Context: an optimization exercise on an open-source flow, tuned for small area, a short achievable clock period and few clock cycles per item. The choices shown serve that exercise and are no tape-out recipe.
Only simulation tests tie the RTL to the original design; equivalence was not proved.

## sm3_core
module sm3_core (
    input  wire         clk,
    input  wire         rst,       
    input  wire         start,     
    input  wire [255:0] v_in,      
    input  wire [511:0] msg_in,    
    output wire         ready,
    output wire         done,      
    output wire [255:0] v_out
);
==> module sm3_core, before the edit <==
module sm3_core (
    input  wire         clk,
    input  wire         rst,       
    input  wire         start,     
    input  wire [255:0] v_in,      
    input  wire [511:0] msg_in,    
    output wire         ready,
    output wire         done,      
    output wire [255:0] v_out
);
    localparam [31:0] T_LO = 32'h79CC4519;    
    localparam [31:0] T_HI = 32'h7A879D8A;    
    function [31:0] rotl;
        input [31:0] x;
        input [4:0]  n;
        begin
            rotl = (x << n) | (x >> (6'd32 - {1'b0, n}));
        end
    endfunction
    function [31:0] p0;
        input [31:0] x;
        begin
            p0 = x ^ rotl(x, 5'd9) ^ rotl(x, 5'd17);
        end
    endfunction
    function [31:0] p1;
        input [31:0] x;
        begin
            p1 = x ^ rotl(x, 5'd15) ^ rotl(x, 5'd23);
        end
    endfunction
    function [31:0] maj;
        input [31:0] x, y, z;
        begin
            maj = (x & y) | (x & z) | (y & z);
        end
    endfunction
    reg         busy;
    reg         done_r;
    reg  [5:0]  round;
    reg         lo;                
    reg  [31:0] tj;                
    reg  [31:0] v   [0:7];         
    reg  [31:0] a, b, c, d, e, f, g, h;
    reg  [31:0] w   [0:15];        
    wire [31:0] a12 = rotl(a, 5'd12);
    wire [31:0] x_s = a12 ^ e ^ tj;
    wire [31:0] x_c = {maj(a12, e, tj), 1'b0};
    wire [31:0] xp, xc;
    ks32c u_ssx (.x(x_s), .y(x_c), .p(xp), .c(xc));
    wire [31:0] sp  = rotl(xp, 5'd7);
    wire [31:0] sc  = rotl(xc, 5'd7);
    wire [31:0] ff  = lo ? (a ^ b ^ c) : maj(a, b, c);
    wire [31:0] gg  = lo ? (e ^ f ^ g) : ((e & f) | (~e & g));
    wire [31:0] wj  = w[0];
    wire [31:0] wpj = w[0] ^ w[4];
    wire [31:0] p_s = ff ^ d ^ wpj;
    wire [31:0] p_c = {maj(ff, d, wpj), 1'b0};
    wire [31:0] sa  = sp ^ a12;
    wire [31:0] k_s = p_s ^ p_c ^ sa;
    wire [31:0] k0  = maj(p_s, p_c, sa);       
    wire [31:0] k1  = maj(p_s, p_c, ~sa);      
    wire [31:0] q_s = k_s ^ sc;
    wire [31:0] q_c = {(sc[30:0] & k1[30:0]) | (~sc[30:0] & k0[30:0]), 1'b0};
    wire [31:0] tt1 = q_s + q_c;
    wire [31:0] m_s = gg ^ h ^ wj;
    wire [31:0] m_c = {maj(gg, h, wj), 1'b0};
    wire [31:0] j_s = m_s ^ m_c ^ sp;
    wire [31:0] j0  = maj(m_s, m_c, sp);
    wire [31:0] j1  = maj(m_s, m_c, ~sp);
    wire [31:0] n_s = j_s ^ sc;
    wire [31:0] n_c = {(sc[30:0] & j1[30:0]) | (~sc[30:0] & j0[30:0]), 1'b0};
    wire [31:0] tt2 = n_s + n_c;
    wire [31:0] w_new = p1(w[0] ^ w[7] ^ rotl(w[13], 5'd15)) ^ rotl(w[3], 5'd7) ^ w[10];
    integer i;
    always @(posedge clk) begin
        if (rst) begin
            busy   <= 1'b0;
            done_r <= 1'b0;
        end else begin
            done_r <= busy && (round == 6'd63);
            if (!busy)
                busy <= start;
            else if (round == 6'd63)
                busy <= 1'b0;
        end
    end
    always @(posedge clk) begin
        if (!busy) begin
            round <= 6'd0;
            lo    <= 1'b1;
            tj    <= T_LO;
            for (i = 0; i < 8; i = i + 1)
                v[i] <= v_in[255 - 32*i -: 32];
            a <= v_in[255:224];
            b <= v_in[223:192];
            c <= v_in[191:160];
            d <= v_in[159:128];
            e <= v_in[127:96];
            f <= v_in[95:64];
            g <= v_in[63:32];
            h <= v_in[31:0];
            for (i = 0; i < 16; i = i + 1)
                w[i] <= msg_in[511 - 32*i -: 32];
        end else begin
            round <= round + 6'd1;
            if (round == 6'd15) begin
                lo <= 1'b0;
                tj <= rotl(T_HI, 5'd16);
            end else begin
                tj <= rotl(tj, 5'd1);
            end
            a <= tt1;
            b <= a;
            c <= rotl(b, 5'd9);
            d <= c;
            e <= p0(tt2);
            f <= e;
            g <= rotl(f, 5'd19);
            h <= g;
            for (i = 0; i < 15; i = i + 1)
                w[i] <= w[i + 1];
            w[15] <= w_new;
        end
    end
    assign ready = !busy;
    assign done  = done_r;
    assign v_out = {v[0] ^ a, v[1] ^ b, v[2] ^ c, v[3] ^ d,
                    v[4] ^ e, v[5] ^ f, v[6] ^ g, v[7] ^ h};
endmodule
Settings: LEC_CHECK=0, ABC_AREA=1, CAP_MARGIN=20, CORE_MARGIN=2, CORE_UTILIZATION=60, PLACE_DENSITY=0.85, SETUP_SLACK_MARGIN=5.0, SLEW_MARGIN=20, TNS_END_PERCENT=10; clock period 9.5 ns.
standard.sh (not shown) runs the stock make flow with config.mk's settings and CLKGATE_MAP_FILE= SYNTH_SCRIPT=/design/flow/synth_recipe.tcl, a recipe that flattens the netlist after the stock synthesis.
==> flow/flow/run.sh <==
#!/bin/bash
# Layout flow: the standard ORFS flow (standard.sh, unchanged synthesis),
# with two changes to how the layout is built:
#  - port buffers use the smallest buffer cell (buf_1) instead of the
#    resizer's default choice; every input and output still gets a buffer;
#  - clock tree built from clkbuf_4/clkbuf_8 without dummy balancing loads.
# All tool output goes to standard_flow.log here and ORFS's logs/ folder.
set -euo pipefail
export BUFFER_PORTS_ARGS="-buffer_cell sky130_fd_sc_hd__buf_1"
export CTS_ARGS="-sink_clustering_enable -repair_clock_nets -dont_use_dummy_load -buf_list {sky130_fd_sc_hd__clkbuf_4 sky130_fd_sc_hd__clkbuf_8}"
bash standard.sh finish > standard_flow.log 2>&1
The starting point went through all stages and came out clean.
Testbench counts at the start, summed over its fixed seeds: cycles 11,895, items 183.
Next try:
--- a/flow/design.v
+++ b/flow/design.v
@@ -67,13 +67,17 @@
     wire [31:0] m_c = {maj(gg, h, wj), 1'b0};
     wire [31:0] j_s = m_s ^ m_c ^ sp;
     wire [31:0] j0  = maj(m_s, m_c, sp);
     wire [31:0] j1  = maj(m_s, m_c, ~sp);
     wire [31:0] n_s = j_s ^ sc;
     wire [31:0] n_c = {(sc[30:0] & j1[30:0]) | (~sc[30:0] & j0[30:0]), 1'b0};
-    wire [31:0] tt2 = n_s + n_c;
+    wire [31:0] t2p, t2c;
+    ks32c u_tt2 (.x(n_s), .y(n_c), .p(t2p), .c(t2c));
+    wire [31:0] e_early = busy ? p0(t2p) : v_in[127:96];
+    wire [31:0] e_late  = p0(t2c) & {32{busy}};
+    wire [31:0] e_next  = e_early ^ e_late;
     wire [31:0] w_new = p1(w[0] ^ w[7] ^ rotl(w[13], 5'd15)) ^ rotl(w[3], 5'd7) ^ w[10];
     integer i;
     always @(posedge clk) begin
         if (rst) begin
             busy   <= 1'b0;
             done_r <= 1'b0;
@@ -93,13 +97,13 @@
             for (i = 0; i < 8; i = i + 1)
                 v[i] <= v_in[255 - 32*i -: 32];
             a <= v_in[255:224];
             b <= v_in[223:192];
             c <= v_in[191:160];
             d <= v_in[159:128];
-            e <= v_in[127:96];
+            e <= e_next;
             f <= v_in[95:64];
             g <= v_in[63:32];
             h <= v_in[31:0];
             for (i = 0; i < 16; i = i + 1)
                 w[i] <= msg_in[511 - 32*i -: 32];
         end else begin
@@ -111,13 +115,13 @@
                 tj <= rotl(tj, 5'd1);
             end
             a <= tt1;
             b <= a;
             c <= rotl(b, 5'd9);
             d <= c;
-            e <= p0(tt2);
+            e <= e_next;
             f <= e;
             g <= rotl(f, 5'd19);
             h <= g;
             for (i = 0; i < 15; i = i + 1)
                 w[i] <= w[i + 1];
             w[15] <= w_new;
The new run completed with no timing, DRC or antenna violations; critical path depth shrinks by 1; design area climbs by 2.7%; setup slack is better by 32 ps; via count went up by about 2.1%; global-route usage went up by 2.3 points; sequential share of layout area goes down by 1.0 points; die area is higher by 0.95%; register-to-register slack improved by 30 ps; routed wire length climbs by about 7%; core utilization came out higher by 1.6 points.
Testbench counts after the change, summed over its fixed seeds: cycles 11,895, items 183.

[what the ideal ports hide]
The flow's constraints put no driver on any port. The routed layouts listed below were extracted and timed again, unchanged, in two steps.
Step 1, drivers: a clkbuf_16 drives clk and a buf_2 each remaining input, both assumed.
Step 2 moves the port delays by t, midway between the first and last clock arrival at a register: inputs arrive t later, outputs are due t later. That takes back most of the time a late clock gives input paths.
Slacks: ideal ports / drivers / drivers and shift; pairs: ideal ports / drivers.
run | shift t [ns] | setup slack, ns | worst slew at a driven data input, ns
the first run | 0.926 | 4.715 / 4.715 / 4.715 | 0.24
the second run | 0.930 | 4.747 / 4.747 / 4.747 | 0.38
After both steps every run listed still meets setup and hold.
